This design comes from an exercise in tuning for small area, a short achievable clock period and few clock cycles on the open sky130 flow, not from production work. Only the layout flow was run in this run; the RTL was not checked for function there.

===== design/flow/design.v =====
module gr_hsv2rgb (
    input  wire [7:0]  h,
    input  wire [7:0]  s,
    input  wire [7:0]  v,
    output wire [31:0] rgba
);
    wire [2:0]  guard     = h[7:5];
    wire [7:0]  offset8   = {h[4:0], 3'b000};
    wire [15:0] third_p   = offset8 * 8'd85;
    wire [15:0] twoth_p   = offset8 * 8'd170;
    wire [7:0]  third     = third_p[15:8];
    wire [7:0]  twothirds = twoth_p[15:8];
    reg [7:0] r0, g0, b0;
    always @(*) begin
        case (guard)
            3'd0: begin r0 = 8'd255 - third;     g0 = third;              b0 = 8'd0;               end
            3'd1: begin r0 = 8'd171;             g0 = 8'd85 + third;      b0 = 8'd0;               end
            3'd2: begin r0 = 8'd171 - twothirds; g0 = 8'd170 + third;     b0 = 8'd0;               end
            3'd3: begin r0 = 8'd0;               g0 = 8'd255 - third;     b0 = third;              end
            3'd4: begin r0 = 8'd0;               g0 = 8'd171 - twothirds; b0 = 8'd85 + twothirds;  end
            3'd5: begin r0 = third;              g0 = 8'd0;               b0 = 8'd255 - third;     end
            3'd6: begin r0 = 8'd85 + third;      g0 = 8'd0;               b0 = 8'd171 - third;     end
            default: begin r0 = 8'd170 + third;  g0 = 8'd0;               b0 = 8'd85 - third;      end
        endcase
    end
    wire [7:0] r1, g1, b1;
    gr_sat_chan u_sat_r (.c(r0), .s(s), .y(r1));
    gr_sat_chan u_sat_g (.c(g0), .s(s), .y(g1));
    gr_sat_chan u_sat_b (.c(b0), .s(s), .y(b1));
    wire [7:0] r2, g2, b2;
    gr_val_chan u_val_r (.c(r1), .v(v), .y(r2));
    gr_val_chan u_val_g (.c(g1), .v(v), .y(g2));
    gr_val_chan u_val_b (.c(b1), .v(v), .y(b2));
    assign rgba = {r2, g2, b2, 8'hFF};
endmodule
module gr_sat_chan (
    input  wire [7:0] c,
    input  wire [7:0] s,
    output reg  [7:0] y
);
    wire [15:0] prod = c * s;
    wire [8:0]  sum  = {1'b0, prod[15:8]} + 9'd1 + {1'b0, 8'd255 - s};
    always @(*) begin
        if (s == 8'd255)
            y = c;
        else if (s == 8'd0)
            y = 8'd255;
        else
            y = sum[7:0];
    end
endmodule
module gr_val_chan (
    input  wire [7:0] c,
    input  wire [7:0] v,
    output reg  [7:0] y
);
    wire [15:0] prod = c * v;
    always @(*) begin
        if (v == 8'd255)
            y = c;
        else if (v == 8'd0)
            y = 8'd0;
        else
            y = prod[15:8] + 8'd1;
    end
endmodule
module go_rainbow (
    input  wire        clk,
    input  wire        rst,            
    input  wire        step_valid,
    output wire        step_ready,
    input  wire [31:0] now,
    input  wire [7:0]  sat,
    input  wire [7:0]  val,
    output wire        pincfg_valid,
    output wire        pincfg_pin,     
    input  wire        pin_ack_valid,
    input  wire        pin_ack_ok,
    output reg         hb_en,          
    output reg         hb_level,
    output reg         idle_yield,
    output wire        px_valid,
    output wire [31:0] px_data,
    input  wire        px_ready,
    output reg  [1:0]  fault           
);
    reg        rdy;         
    reg        started;     
    reg        cfg_v;       
    reg        cfg_pin;
    reg        prep;        
    reg        pxv;         
    reg  [3:0] cnt;         
    assign step_ready   = rdy;
    assign pincfg_valid = cfg_v;
    assign pincfg_pin   = cfg_pin;
    assign px_valid     = pxv;
    wire acc      = step_valid && rdy;
    wire acc_it   = acc && started;
    wire ack_fire = cfg_v && pin_ack_valid;
    wire px_fire  = pxv && px_ready;
    reg  [31:0] nq;
    reg  [8:0]  t0lo;
    reg  [2:0]  k5_hue, k5_fr;
    reg  [7:0]  hue_offset;
    wire [6:0] nib_sum = nq[3:0] + nq[7:4] + nq[11:8] + nq[15:12]
                       + nq[19:16] + nq[23:20] + nq[27:24] + nq[31:28];
    wire [2:0] m5 = nib_sum % 7'd5;
    function [2:0] add5(input [2:0] a, input [2:0] b);
        reg [3:0] t;
        begin
            t = a + b;
            add5 = (t >= 4'd5) ? t - 4'd5 : t[2:0];
        end
    endfunction
    wire [8:0] d_hb = nq[8:0] - t0lo;
    wire [2:0] r8   = d_hb[2:0];
    wire [2:0] r5h  = add5(m5, k5_hue);
    wire [2:0] r5f  = add5(m5, k5_fr);
    reg [5:0] d_hue;
    reg [4:0] d_fr;
    always @(*) begin : crt
        reg [5:0] j;
        j = ({3'd0, r5h} + 6'd10 - {3'd0, r8}) * 2;    
        j = j % 6'd5;
        d_hue = {j[2:0], 3'b000} + {3'd0, r8};
        j = ({4'd0, r8[1:0]} + 6'd5 - {3'd0, r5f});
        j = j % 6'd5;
        d_fr = {j[2:0], 2'b00} + {3'd0, r8[1:0]};
    end
    wire [31:0] x = now;
    wire [31:0] y = ~nq;
    wire [31:0] p = x ^ y;
    wire [31:0] g = x & y;
    wire [31:0] t = x | y;
    wire [31:1] eqz = ~(p[31:1] ^ t[30:0]);
    wire [31:1] eqo =  (p[31:1] ^ g[30:0]);
    wire [9:0] lo9 = {1'b0, now[8:0]} + {1'b0, ~nq[8:0]} + 10'd1;
    wire [6:0] lo6 = {1'b0, now[5:0]} + {1'b0, ~nq[5:0]} + 7'd1;
    wire [5:0] lo5 = {1'b0, now[4:0]} + {1'b0, ~nq[4:0]} + 6'd1;
    wire z9 = (&eqz[31:10]) & (p[9] == lo9[9]);
    wire o9 = (&eqo[31:10]) & (p[9] != lo9[9]);
    wire z6 = (&eqz[31:7])  & (p[6] == lo6[6]);
    wire o6 = (&eqo[31:7])  & (p[6] != lo6[6]);
    wire z5 = (&eqz[31:6])  & (p[5] == lo5[5]);
    wire o5 = (&eqo[31:6])  & (p[5] != lo5[5]);
    wire [9:0] s_hb  = {1'b0, lo9[8:0]} + {1'b0, d_hb};
    wire [6:0] s_hue = {1'b0, lo6[5:0]} + {1'b0, d_hue};
    wire [5:0] s_fr  = {1'b0, lo5[4:0]} + {1'b0, d_fr};
    wire ovf_hb  = o9 & s_hb[9];
    wire ovf_hue = o6 & s_hue[6];
    wire ovf_fr  = o5 & s_fr[5];
    wire due_hb  = !((z9 & !s_hb[9]) | ovf_hb);
    wire due_hue = !((z6 & !s_hue[6] & (s_hue[5:0] < 6'd40)) | ovf_hue);
    wire due_fr  = !((z5 & !s_fr[5]  & (s_fr[4:0]  < 5'd20)) | ovf_fr);
    wire w = now < nq;      
    function [2:0] upd5(input [2:0] k, input up, input dn);
        begin
            case ({up, dn})
                2'b10:   upd5 = (k == 3'd4) ? 3'd0 : k + 3'd1;
                2'b01:   upd5 = (k == 3'd0) ? 3'd4 : k - 3'd1;
                default: upd5 = k;
            endcase
        end
    endfunction
    wire [7:0] hue_inc  = hue_offset + 8'd1;
    wire [7:0] hue_next = due_hue ? hue_inc : hue_offset;
    reg  [7:0]  hcur;
    reg  [7:0]  sat_q, val_q;
    reg  [23:0] rgb_q;
    wire [31:0] rgba;
    gr_hsv2rgb u_ct (.h(hcur), .s(sat_q), .v(val_q), .rgba(rgba));
    assign px_data = {rgb_q, 8'hFF};
    always @(posedge clk) begin
        if (rst) begin
            rdy        <= 1'b1;
            started    <= 1'b0;
            cfg_v      <= 1'b0;
            cfg_pin    <= 1'b0;
            prep       <= 1'b0;
            pxv        <= 1'b0;
            fault      <= 2'd0;
            hb_en      <= 1'b0;
            hb_level   <= 1'b0;
            idle_yield <= 1'b0;
            hue_offset <= 8'd0;
        end else begin
            idle_yield <= 1'b0;
            if (acc && !started) begin
                started <= 1'b1;
                rdy     <= 1'b0;
                cfg_v   <= 1'b1;
                cfg_pin <= 1'b0;
            end
            if (ack_fire) begin
                if (!pin_ack_ok) begin
                    cfg_v <= 1'b0;
                    fault <= 2'd2;
                end else if (!cfg_pin) begin
                    cfg_pin <= 1'b1;
                end else begin
                    cfg_v <= 1'b0;
                    rdy   <= 1'b1;
                end
            end
            if (acc_it) begin
                hue_offset <= hue_next;
                if (due_hb) begin
                    hb_en    <= 1'b1;
                    hb_level <= !hb_level;
                end
                if (!due_hue && !due_hb && !due_fr)
                    idle_yield <= 1'b1;
                if (due_fr) begin
                    rdy  <= 1'b0;
                    prep <= 1'b1;
                end
            end
            if (prep) begin
                prep <= 1'b0;
                pxv  <= 1'b1;
            end
            if (px_fire && cnt == 4'd9) begin
                pxv <= 1'b0;
                rdy <= 1'b1;
            end
        end
    end
    always @(posedge clk) begin
        if (acc) begin
            nq <= now;
            if (!started)
                t0lo <= now[8:0];
        end
        if (cfg_v) begin
            k5_hue <= (m5 == 3'd0) ? 3'd0 : 3'd5 - m5;
            k5_fr  <= (m5 == 3'd0) ? 3'd0 : 3'd5 - m5;
        end else if (acc_it) begin
            k5_hue <= upd5(k5_hue, w, ovf_hue);
            k5_fr  <= upd5(k5_fr,  w, ovf_fr);
        end
        if (acc_it && due_fr) begin
            sat_q <= sat;
            val_q <= val;
            hcur  <= hue_next;
        end
        if (prep || px_fire) begin
            rgb_q <= rgba[31:8];
            hcur  <= hcur + 8'd25;
            cnt   <= prep ? 4'd0 : cnt + 4'd1;
        end
    end
endmodule

===== design/flow/run.sh =====
#!/bin/bash
# synth_recipe.tcl (not shown) runs the flow's synth.tcl, then flattens the netlist and writes it again
# the make line also repeats each setting of config.mk as NAME=value (left out here)
make -C /OpenROAD-flow-scripts/flow DESIGN_CONFIG=/design/flow/config.mk WORK_HOME=/design/flow/orfs CLKGATE_MAP_FILE= SYNTH_SCRIPT=/design/flow/synth_recipe.tcl finish

===== design/flow/config.mk =====
export PLATFORM = sky130hd
export DESIGN_NAME = go_rainbow
export DESIGN_NICKNAME = go_rainbow
export VERILOG_FILES = /design/flow/design.v
export SDC_FILE = /design/flow/constraint.sdc
export NUM_CORES = 4
export LEC_CHECK = 0
export ABC_CLOCK_PERIOD_IN_PS = 4000
export CAP_MARGIN = 20
export CORE_MARGIN = 2
export CORE_UTILIZATION = 40
export SLEW_MARGIN = 20

===== design/flow/constraint.sdc =====
create_clock -name core_clock -period 24.0 [get_ports {clk}]
set_input_delay 4.8000 -clock core_clock [delete_from_list [all_inputs] [get_ports {clk}]]
set_output_delay 4.8000 -clock core_clock [all_outputs]
set_load 0.01 [all_outputs]

==> impl_metrics.tcl <==
set metrics [dict create \
    status "finished clean" \
    finalSetupViolations 0 \
    die_area_sq_um 64800 \
    cp_max_fo 11 \
    cp-end-kind "flop" \
    clockBufferDepth 2 \
    whs_ns 0.476 \
    highest_layer "met5" \
    antenna_found_initial 2 \
    route.met3.wl_microns 3010 \
    diodes 0 \
    syn_avg_cell_area_sq_um 8.59 \
    routedWlPerCell_microns 17.1 \
    cts-htree-levels 4 \
    track_usage_pct 21.2 \
    worstHoldPathType "flop to flop" \
    grt_max_degree 51 \
    synthCells 2922 \
    path_buf_inv 7 \
    coreArea_sq_um 61900 \
    fin_crit_ns 15.59 \
    die_x_microns 255 \
    max_cap_viol_count 0 \
    synth-seq-cells 117 \
    cp-start-kind "flop" \
    regToRegSetupSlack_ns 8.41 \
    crit_family "adder cells" \
    r2r.worst_path.cells 58 \
    layout.cells.non_filler 3813 \
    grt_overflow 0 \
    worstPathRequired_ns 24.23 \
    clock_latency_ns 0.48 \
    rsz0062_at_grt "false" \
    place_hpwl_microns 50800 \
    fill_cells 6058 \
    post-place-ws_ns 8.42 \
    yosysSeqAreaShare_pct 13.3 \
    dr.first_iter.drc_count 1251 \
    port_buffers 85 \
    first_pass_iters 6 \
    cp_common_cell "fa_1" \
    multi_input_area_sq_um 19500 \
    synth_flop_cell "edfxtp_1" \
    met2_length_microns 31000 \
    rows 91 \
    ctsResizeCount 0 \
    async_flop_share_pct 0 \
    synthTopCellsByArea "fa_1 (21%), ha_1 (18%), edfxtp_1 (12%)" \
    slew_headroom_pct 25.2 \
    ant_nets 0 \
    vias_per_cell 5.40 \
    ctsHoldBuffers 0 \
    cts.clk_slew.worst_paths_ns 0.07 \
    finalSetupTns_ns 0 \
    dp.cells 3781 \
    ys_warn_count 4 \
    cts_root_buf "clkbuf_16" \
    min_from "fault[1]" \
    cts_setup_buffers 0 \
    nets 3644 \
    netlist_top_cells_count "inv_1 (490), ha_1 (367), nand2_1 (356), fa_1 (260), and2_1 (131)" \
    min_period_over_period_pct 65.0 \
    ios 95 \
    synth_top_cell_by_area "fa_1" \
    path_class "flop to flop" \
    clock_skew_ns 0.0138 \
    cts_tree "yes" \
    hold_path_end "fault[1]" \
    area_delta_synth_final_pct 9.44 \
    tightest_slew_ns 1.12 \
    cts_buffers 17 \
    first_global_vias 21600 \
    drive_above_1_share_pct 4.07 \
    finalWorstSetupSlack_ns 8.41 \
    die_y_microns 255 \
    register_area_sq_um 3330 \
    max_stage_delay_ns 0.79 \
    max_freq_mhz 64.1 \
    synth_top_area_share_pct 20.7 \
    slew_viol_final 0 \
    grt_pass1_wl_microns 110000 \
    whs_path_depth 2 \
    critPathSlowestCell "a2bb2oi_1" \
    drt-total-wl_microns 65400 \
    initial_core_util_pct 40.5 \
    vias 20600 \
    syn_area_sq_um 25100 \
    final_util_pct 44.4 \
    drc 0 \
    hold_viol 0 \
    synth_most_common_cell "inv_1" \
    globalplace.congestion 0.910 \
    wl_met1_microns 30000 \
    synth_edf_count 99 \
    cp.arrival_ns 15.82 \
    reg2reg_from "hcur[2]" \
    cts_sinks 117 \
    ys_types 101 \
    rr_endpoint "rgb_q[20]" \
]
[final cells by class]
| class | instances | share of cell area [%] |
|---|---|---|
| Tap cell | 837 | 3.81 |
| Clock inverter | 15 | 0.665 |
| Clock buffer | 17 | 1.55 |
| Inverter | 492 | 6.72 |
| Multi-Input combinational cell | 2215 | 71.1 |
| Timing Repair Buffer | 120 | 4.05 |
| Sequential cell | 117 | 12.1 |
[worst min-delay path, cell delays in order (launching register included)]
cell	delay (ns)
dfxtp_1	0.33
nor2_1	0.05
nor2_1	0.07
[routing by layer]
| metal | up-vias | GRT usage (%) |
|---|---|---|
| li1 | 9808 | - |
| met5 | - | 0 |
| met2 | 522 | 35.5 |
| met1 | 10200 | 28.4 |
| met4 | 4 | 6.10 |
| met3 | 85 | 3.20 |
[through the flow]
stage	area, sq um
finish	27500
global route	27500
CTS	27500
detailed placement	26900
global placement	26900
floorplan	25100
[cells by family after synthesis]
family	count (synthesis)	synth area share [%]
AO/OA/AOI/OAI	487	13.5
other	2	0.0299
flip-flops	117	13.3
AND/OR/NAND/NOR	877	17.0
XOR/XNOR	188	6.75
multiplexers	26	1.13
adder cells (fa/ha/maj)	628	39.1
buffers and inverters	597	9.16
[registers in the layout, indices dropped and copies added, names as in the netlist, 3 cells and up]
| signal | count |
|---|---|
| nq | 32 |
| k5_fr | 3 |
| hcur | 8 |
| cnt | 4 |
| val_q | 8 |
| t0lo | 9 |
| k5_hue | 3 |
| sat_q | 8 |
| rgb_q | 24 |
| hue_offset | 8 |
[layout by cell type (no fill, tap or decap), types with 45 or more instances in the layout]
cell type and n:
nor2_1 119, and2_1 132, inv_1 490, ha_1 367, a21oi_1 111, fa_1 260, xor2_1 54, edfxtp_1 99
xnor2_1 130, nand3_1 45, o21ai_0 76, clkdlybuf4s50_1 85, nand2_1 356
[worst max-delay path by stage]
| stage | cells past startpoint | end | slack, ns | from |
|---|---|---|---|---|
| floorplan | 56 | rgb_q[4] | 10.48 | hcur[2] |
| global placement | 54 | rgb_q[15] | 8.50 | hcur[2] |
| detailed placement | 53 | rgb_q[15] | 8.42 | hcur[2] |
| CTS | 53 | rgb_q[15] | 8.37 | hcur[2] |
| global route | 55 | rgb_q[4] | 7.40 | hcur[2] |
| finish | 58 | rgb_q[20] | 8.41 | hcur[2] |

[what the ideal ports hide]
No port has a modelled driver above. Below, the same layout with a new extraction and two added sets of constraints.
Step 1, drivers: a clkbuf_16 drives clk and a buf_2 each remaining input, both assumed.
Step 2 adds t to the input delays and takes it off the output delays; t is the mean of the earliest and latest rising clock arrival at the registers after step 1. Input paths then give back, and output paths get back, about the clock's delay inside the block.
a / b / c = ideal ports / drivers / drivers and shift; a / b = the first two.
shift t [ns]: 0.540
setup slack, ns: 8.410 / 8.410 / 8.410
hold WS [ns]: 0.476 / 0.476 / 0.476
worst slew at a driven data input, ns: 0.08
cell pins on the clock port's net: 1
After both steps this run still meets setup and hold. For this run, drivers alone change the setup slack by 0.000 ns; drivers and shift together by 0.000 ns.
